Background: an optimization exercise with open tools, aiming at small area, a short achievable clock period and few clock cycles. Do not read the settings as production practice. Function was checked by simulation only, so behaviour that the tests miss may differ from the original.

==> v1 <==
// mnt_fxu
module mnt_fxu (
    input  wire        clk,
    input  wire        rst,       
    input  wire        req,
    input  wire        we,
    input  wire [5:0]  addr,      
    input  wire [31:0] wdata,
    output wire        ready,
    output reg  [31:0] rdata
);
export LEC_CHECK = 0
export CAP_MARGIN = 20
export CORE_MARGIN = 2
export CORE_UTILIZATION = 40
export SLEW_MARGIN = 20
create_clock -name core_clock -period 14.0 [get_ports {clk}]
standard.sh (not shown) runs the stock make flow with config.mk's settings and CLKGATE_MAP_FILE= SYNTH_SCRIPT=/design/flow/synth_recipe.tcl, a recipe that flattens the netlist after the stock synthesis.
==> flow/flow/run.sh <==
#!/bin/bash
set -euo pipefail
bash standard.sh SETUP_SLACK_MARGIN=6 finish > standard.log 2>&1
==> v2: changes against v1 <==
==> flow/run.sh (new file) <==
#!/bin/bash
# synth_recipe.tcl (not shown) runs the flow's synth.tcl, then flattens the netlist and writes it again
# the make line also repeats each setting of config.mk as NAME=value (left out here)
make -C /OpenROAD-flow-scripts/flow DESIGN_CONFIG=/design/flow/config.mk WORK_HOME=/design/flow/orfs CLKGATE_MAP_FILE= SYNTH_SCRIPT=/design/flow/synth_recipe.tcl finish
SETUP_SLACK_MARGIN = 5   (was default)
removed: flow/flow/run.sh
removed: flow/standard.sh
==> v21: changes against v1 <==
==> flow/flow/run.sh (replaced) <==
#!/bin/bash
set -euo pipefail
bash standard.sh SETUP_SLACK_MARGIN=7 finish > standard.log 2>&1
==> metrics.cfg <==
[run_status]
status=complete, no violations

[cells_and_area]
layout_common_cells=670 x nand2_1, 639 x edfxtp_1, 398 x fa_1

[detailed_routing]
wl_met2_um=122000

That was v21.
==> metrics.cfg <==
[run_status]
status=complete, no violations

[synth]
syn_nets=6107
synth_top_family_by_area=adder cells

[cells_and_area]
layout_common_cells=701 x nand2_1, 639 x edfxtp_1, 409 x fa_1

[detailed_routing]
wl_met2_um=111000

That was v2.
==> metrics.cfg <==
[cells_and_area]
multi_input_cells=4067
layout_common_cells=694 x nand2_1, 639 x edfxtp_1, 407 x fa_1

[synth]
syn_nets=6107
synth.area.top_cells=edfxtp_1 33%, fa_1 14%, mux4_2 12%

[detailed_routing]
wl_met2_um=123000

[clocking]
root_buffer=clkbuf_16

[run_status]
status=complete, no violations

That was v1.
Testbench counts of v1, summed over its fixed seeds: cycles 35,932.
Testbench counts of v2, summed over its fixed seeds: cycles 35,932.
Testbench counts of v21, summed over its fixed seeds: cycles 35,932.

---

==> inputs of run a <==
Another version of the RTL of mnt_fxu (not shown whole).
clock: 14.0 ns
lec_check: 0
abc_area: 1
cap_margin: 20
core_margin: 2
core_utilization: 40
cts_buf_list: sky130_fd_sc_hd__clkbuf_4 sky130_fd_sc_hd__clkbuf_8
slew_margin: 20
tns_end_percent: 30
==> flow/flow/run.sh <==
#!/bin/bash
set -euo pipefail
bash standard.sh SETUP_SLACK_MARGIN=6 finish > standard.log 2>&1
==> run b: changes against run a <==
Settings changed: ABC_AREA 1 to default, CTS_BUF_LIST sky130_fd_sc_hd__clkbuf_4 sky130_fd_sc_hd__clkbuf_8 to default, TNS_END_PERCENT 30 to default.
==> run c: changes against run a <==
==> flow/flow/run.sh (replaced) <==
#!/bin/bash
set -euo pipefail
bash standard.sh SETUP_SLACK_MARGIN=6.5 finish > standard.log 2>&1
Settings changed: TNS_END_PERCENT 30 to default.
==> run d: changes against run a <==
Settings changed: CORE_UTILIZATION 40 to 55, TNS_END_PERCENT 30 to default.
==> qor summary <==
metric	run a	run c	run d	run b
Routed via count divided by cell count	6.44	6.55	7.02	7.04
Maximum net fanout on the critical path	20	20	8	6
Layout filler cell count	14,100	13,600	8,675	13,100
Initial antenna violation count	18	25	16	31
Measured slew at the worst slew-check pin	1340 ps	1330 ps	1310 ps	1350 ps
Dpl ws	4010 ps	3860 ps	3500 ps	3700 ps
Share of cells above drive strength 1	12.2%	18.6%	12.3%	22.1%
End point of the critical path	ob[3]	regs[14][23]	regs[10][30]	rdata[13]
CP max stage delay	920 ps	750 ps	570 ps	510 ps
Worst path depth	20	28	34	12
Cell type with the highest occurrence count on the critical path	sky130_fd_sc_hd__fa_1	sky130_fd_sc_hd__fa_1	-	-
Origin of the critical flop-to-flop path	oa[12]	oa[16]	ob[2]	ob[2]
Layout multi-input combinational cell count	5,270	5,269	5,267	4,104
Core area	141,000 µm²	141,000 µm²	102,000 µm²	143,000 µm²
Buf/Inv on CP	3	7	5	7
Crit path DAT	8750 ps	8390 ps	8770 ps	5210 ps
Peak clock frequency supported by timing	122 MHz	129 MHz	121 MHz	125 MHz
Standard cell with the maximum stage delay on the critical path	sky130_fd_sc_hd__o21ai_0	sky130_fd_sc_hd__edfxtp_1	sky130_fd_sc_hd__fa_1	sky130_fd_sc_hd__mux4_2
Hold_sp	lird[1]	lird[2]	lird[2]	lird[2]
Number of cells upsized or downsized after cts	247	748	257	342
Result of the run	complete, no violations	complete, no violations	complete, no violations	complete, no violations
Number of detailed-routing iterations run before antenna repair	9	7	12	10
Placed Instances	8,919	8,904	8,379	7,173
Total via count after detailed routing	60,200	62,400	61,900	53,000
Testbench counts of run a, summed over its fixed seeds: cycles 35,295.
Testbench counts of run b, summed over its fixed seeds: cycles 35,295.
Testbench counts of run c, summed over its fixed seeds: cycles 35,295.
Testbench counts of run d, summed over its fixed seeds: cycles 35,295.

[port drivers added, routing unchanged]
How much do the figures lean on ideal ports? The routed layouts below were timed once more, with nothing changed but the port constraints.
Step 1 sets driving cells, clkbuf_16 on the clock port and buf_2 on the other inputs (assumed; they add their load-dependent delay and slew).
Step 2 also shifts input and output timing later by t, the mid clock arrival at the registers, as if the neighbouring blocks saw the same clock.
a / b / c = ideal ports / drivers / drivers and shift; a / b = the first two.
run | t (ns) | setup slack, ns | worst hold slack (ns) | worst setup path at the end
v1 | 0.733 | 5.742 / 5.697 / 5.277 | 0.503 / 0.503 / 0.503 | input to register
v2 | 0.702 | 4.877 / 4.877 / 4.877 | 0.495 / 0.495 / 0.495 | register to register
v21 | 0.714 | 5.892 / 5.805 / 5.799 | 0.499 / 0.499 / 0.499 | input to register
run a | 0.924 | 5.806 / 5.795 / 5.795 | 0.509 / 0.509 / 0.509 | input to output
run b | 0.722 | 5.989 / 5.898 / 5.898 | 0.493 / 0.493 / 0.493 | input to output
run c | 0.941 | 6.230 / 6.230 / 6.230 | 0.510 / 0.510 / 0.510 | register to register
run d | 0.881 | 5.768 / 5.768 / 5.768 | 0.487 / 0.487 / 0.487 | register to register
After both steps setup and hold are still met in every run listed. For v1, which loses most, drivers alone change the setup slack by -0.045 ns; drivers and shift together by -0.465 ns.
